What follows belongs to an exercise in optimizing a design on an open flow for small area, a short achievable clock period and few clock cycles per item; a production flow would make more cautious choices.
Power figures rest on the tool's default switching activity, not on a simulated workload.

## exp/raven
==> flow/design.v <==
module frame_encoder #(
    parameter MAX_LEN = 64
) (
    input  wire       clk,
    input  wire       rst,
    input  wire       in_valid,
    output reg        in_ready,
    input  wire [7:0] in_data,
    input  wire       in_last,
    input  wire       in_corrupt,
    output reg        out_valid,
    input  wire       out_ready,
    output reg  [7:0] out_data,
    output reg        out_last
);
    localparam N  = 69;
    localparam PW = 7;
    localparam W_OPEN  = 3'd0;
    localparam W_CODE0 = 3'd1;
    localparam W_DATA  = 3'd2;
    localparam W_T1    = 3'd3;
    localparam W_T2    = 3'd4;
    localparam W_CLOSE = 3'd5;
    localparam R_OPEN  = 2'd0;
    localparam R_CODE0 = 2'd1;
    localparam R_BODY  = 2'd2;
    function [15:0] crc_step(input [15:0] c, input [7:0] b);
        reg [7:0] x;
        begin
            x = c[15:8] ^ b;
            x = x ^ (x >> 4);
            crc_step = (c << 8) ^ ({8'd0, x} << 12) ^ ({8'd0, x} << 5) ^ {8'd0, x};
        end
    endfunction
    reg  [7:0]   r_data [0:N-1];
    reg  [N-1:0] r_flag;
    reg  [PW-1:0] ic;         
    reg          init;        
    reg  [PW-1:0] w_wait;     
    reg  [PW-1:0] r_wait;     
    reg          w_turn;      
    reg          r_turn;      
    reg  [PW-1:0] cnt;        
    reg          c_zero;      
    reg          c_full;      
    reg          c_high;      
    reg          c_ge3;       
    reg          cons;        
    reg  [2:0]   w_state;
    reg  [15:0]  crc;
    reg          corrupt;     
    reg  [1:0]   r_state;
    wire out_free = !out_valid || out_ready;
    wire in_fire  = in_valid && in_ready;
    wire       t_hi   = (w_state == W_T1) ^ !corrupt;
    wire [7:0] t_byte = t_hi ? crc[15:8] : crc[7:0];
    wire       t_zero = (t_byte == 8'h00);
    wire w_data = (w_state == W_DATA);
    wire proc   = in_fire;                         
    wire write  = w_data ? in_fire : (w_turn && !c_full);
    reg        w_flag;
    reg  [7:0] w_byte;
    always @* begin
        w_flag = 1'b0;
        w_byte = in_data;
        case (w_state)
            W_DATA:  w_flag = (in_data == 8'h00);
            W_T1, W_T2: begin
                w_flag = t_zero;
                w_byte = t_byte;
            end
            W_CLOSE: begin
                w_flag = 1'b1;
                w_byte = 8'd1;
            end
            default: ;
        endcase
    end
    reg  [2:0] w_state_n;
    always @* begin
        w_state_n = w_state;
        if (write) begin
            case (w_state)
                W_OPEN:  w_state_n = W_CODE0;
                W_CODE0: w_state_n = W_DATA;
                W_DATA:  if (in_last) w_state_n = W_T1;
                W_T1:    w_state_n = W_T2;
                W_T2:    w_state_n = W_CLOSE;
                default: w_state_n = W_OPEN;
            endcase
        end
    end
    wire       s_flag = r_flag[N-2];
    wire [7:0] s_byte = r_data[N-2];
    reg  [127:0] g;           
    reg          fv [0:7][0:127];
    reg  [6:0]   fi [0:7][0:127];
    integer l, k;
    always @* begin
        g = 128'd0;
        for (k = 1; k <= N - 3; k = k + 1)
            g[k] = r_flag[N-3-k];
        for (k = 0; k < 128; k = k + 1) begin
            fv[0][k] = g[k];
            fi[0][k] = 7'd0;
        end
        for (l = 1; l <= 7; l = l + 1)
            for (k = 0; k < (128 >> l); k = k + 1) begin
                fv[l][k] = fv[l-1][2*k] | fv[l-1][2*k+1];
                fi[l][k] = fv[l-1][2*k] ? fi[l-1][2*k]
                                        : (fi[l-1][2*k+1] | (7'd1 << (l-1)));
            end
    end
    reg        gap_found;     
    reg  [6:0] gap_near;      
    wire       found = gap_found || r_flag[0];
    wire [6:0] gap   = gap_found ? gap_near : N - 2;
    wire is_close  = s_flag && s_byte[0];
    wire need_code = (r_state == R_CODE0) || ((r_state == R_BODY) && s_flag && !s_byte[0]);
    wire r_ready   = (r_state == R_OPEN) ? c_ge3 : !c_zero;
    wire consume   = r_turn && r_ready && out_free && (!need_code || found);
    wire          c_up   = write && !consume;
    wire          c_down = !write && consume;
    wire [PW-1:0] cnt_p  = cnt + 1'b1;
    wire [PW-1:0] cnt_m  = cnt - 1'b1;
    wire [PW-1:0] cnt_n  = c_up ? cnt_p : c_down ? cnt_m : cnt;
    wire          zero_n = c_up ? 1'b0 : c_down ? (cnt_m == 0) : c_zero;
    wire          high_n = c_up ? (cnt_p == N - 1) : c_down ? (cnt_m == N - 1) : c_high;
    wire          ge3_n  = c_up ? (cnt_p >= 3) : c_down ? (cnt_m >= 3) : c_ge3;
    wire          empty    = c_zero && !write;
    wire [PW-1:0] w_wait_n = (empty || write) ? {PW{1'b0}} :
                             w_turn ? N - 1 : w_wait - 1'b1;
    wire [PW-1:0] r_wait_n = empty ? N - 1 :
                             consume ? {PW{1'b0}} :
                             r_turn ? N - 1 : r_wait - 1'b1;
    wire          w_turn_n = empty || write || (!w_turn && w_wait == 1);
    wire          r_turn_n = !empty && (consume || (!r_turn && r_wait == 1));
    wire          full_n   = c_up ? c_high : c_down ? 1'b0 : c_full;
    wire          proc_n    = (w_state_n == W_DATA) && w_turn_n && !full_n;
    integer i;
    always @(posedge clk) begin
        for (i = 1; i < N; i = i + 1)
            r_data[i] <= r_data[i-1];
        r_data[0] <= write ? w_byte : r_data[N-1];
    end
    always @(posedge clk) begin
        r_flag <= {r_flag[N-2:0],
                   rst ? 1'b0 :
                   write ? w_flag : (r_flag[N-1] && !cons && !init)};
    end
    always @(posedge clk) begin
        if (rst) begin
            ic        <= 0;
            init      <= 1'b1;
            w_wait    <= 0;
            r_wait    <= N - 1;
            w_turn    <= 1'b1;
            r_turn    <= 1'b0;
            cnt       <= 0;
            c_zero    <= 1'b1;
            c_full    <= 1'b0;
            c_high    <= 1'b0;
            c_ge3     <= 1'b0;
            cons      <= 1'b0;
            in_ready  <= 1'b0;
            w_state   <= W_OPEN;
            crc       <= 16'hFFFF;
            r_state   <= R_OPEN;
            out_valid <= 1'b0;
            out_data  <= 8'h00;
            out_last  <= 1'b0;
        end else begin
            if (init) ic <= ic + 1'b1;
            if (ic == N - 1) init <= 1'b0;
            w_wait  <= w_wait_n;
            r_wait  <= r_wait_n;
            w_turn  <= w_turn_n;
            r_turn  <= r_turn_n;
            cnt     <= cnt_n;
            c_zero  <= zero_n;
            c_full  <= full_n;
            c_high  <= high_n;
            c_ge3   <= ge3_n;
            cons    <= consume;
            gap_found <= fv[7][0];
            gap_near  <= fi[7][0];
            w_state <= w_state_n;
            in_ready <= proc_n;
            if (proc) begin
                crc  <= crc_step(crc, in_data);
                if (in_last) corrupt <= in_corrupt;
            end
            if (write && w_state == W_CLOSE) crc <= 16'hFFFF;
            if (out_valid && out_ready) out_valid <= 1'b0;
            if (consume) begin
                out_valid <= 1'b1;
                out_last  <= 1'b0;
                case (r_state)
                    R_OPEN: begin
                        out_data <= 8'h00;
                        r_state  <= R_CODE0;
                    end
                    R_CODE0: begin
                        out_data <= {1'b0, gap};
                        r_state  <= R_BODY;
                    end
                    default: begin
                        if (!s_flag) begin
                            out_data <= s_byte;
                        end else if (is_close) begin
                            out_data <= 8'h00;
                            out_last <= 1'b1;
                            r_state  <= R_OPEN;
                        end else begin
                            out_data <= {1'b0, gap};
                        end
                    end
                endcase
            end
        end
    end
endmodule
export LEC_CHECK = 0
export ABC_AREA = 1
export CAP_MARGIN = 20
export CORE_MARGIN = 2
export CORE_UTILIZATION = 40
export CTS_CLUSTER_DIAMETER = 100
export CTS_CLUSTER_SIZE = 24
export PLACE_DENSITY = 0.6
export SETUP_SLACK_MARGIN = 3.5
export SLEW_MARGIN = 20
create_clock -name core_clock -period 6.0 [get_ports {clk}]
run.sh (not shown) runs the stock make flow with config.mk's settings and CLKGATE_MAP_FILE= SYNTH_SCRIPT=/design/flow/synth_recipe.tcl, a recipe that flattens the netlist after the stock synthesis.
The following lists how exp/harbor was set up differently from exp/raven:
--- a/flow/design.v
+++ b/flow/design.v
@@ -50,4 +50,5 @@
     reg  [15:0]  crc;
     reg          corrupt;     
+    reg          lo_z, hi_z;  
     reg  [1:0]   r_state;
     wire out_free = !out_valid || out_ready;
@@ -55,5 +56,5 @@
     wire       t_hi   = (w_state == W_T1) ^ !corrupt;
     wire [7:0] t_byte = t_hi ? crc[15:8] : crc[7:0];
-    wire       t_zero = (t_byte == 8'h00);
+    wire       t_zero = t_hi ? hi_z : lo_z;
     wire w_data = (w_state == W_DATA);
     wire proc   = in_fire;                         
@@ -189,4 +190,6 @@
             if (proc) begin
                 crc  <= crc_step(crc, in_data);
+                lo_z <= (crc_step(crc, in_data) & 16'h00FF) == 16'h0000;
+                hi_z <= (crc_step(crc, in_data) & 16'hFF00) == 16'h0000;
                 if (in_last) corrupt <= in_corrupt;
             end
- A cell with the largest stage delay on the worst path of sky130_fd_sc_hd__dfxtp_1 is what exp/harbor shows, while sky130_fd_sc_hd__dfxtp_2 belongs to exp/raven.
- Relative contribution of sequential cells to total power: exp/harbor < exp/raven
- exp/harbor ended up with a higher detail-routed net length per standard cell than exp/raven did.
- exp/harbor: done, clean on timing, DRC and antenna
- exp/harbor vs exp/raven: area of the die up by a few percent
- Leakage power of the design: exp/raven and exp/harbor compared, higher one is exp/harbor
- In exp/harbor, met1 routing resource usage after global routing is higher than in exp/raven.
- The total number of placement rows in exp/harbor was higher than what exp/raven gave.
- Total routing resource utilization after global routing in exp/harbor is 0.40 points higher than in exp/raven
- exp/raven -> exp/harbor: maximum number of pins on one net before global-route repair delta 0, exact match
- Against exp/raven, exp/harbor comes in about 7% higher on overall power after layout.
- The average cell area after synthesis of exp/harbor falls short of that of exp/raven by 5.4%.
- The effective utilization at floorplan was comparable across exp/raven and exp/harbor.
No run of this note included a check of the RTL's function; only the layout flow was run.

-- static timing again, ports no longer ideal --
In the flow no input, the clock included, has a driving cell. The finished layouts below were timed again as built, in two steps. Step 1 sets driving cells, clkbuf_16 on the clock port and buf_2 on the other inputs (assumed; they add their load-dependent delay and slew). Step 2 times the ports against the registers' clock, not the clock port: input delays grow and output delays shrink by t, the midpoint of the rising clock arrivals with the driver on. Three values: ideal ports, drivers, drivers and shift; two values: the first two.
run	t, ns	slack for setup (ns)	hold slack, ns	worst slew at a driven data input, ns
exp/raven	0.595	3.558 / 3.509 / 3.038	0.325 / 0.325 / 0.325	0.06
exp/harbor	0.607	3.566 / 3.512 / 2.975	0.324 / 0.324 / 0.324	0.10
After both steps setup and hold are still met in every run listed. The setup slack of exp/harbor, which loses most, moves by -0.054 ns with the drivers and by -0.591 ns with both steps.
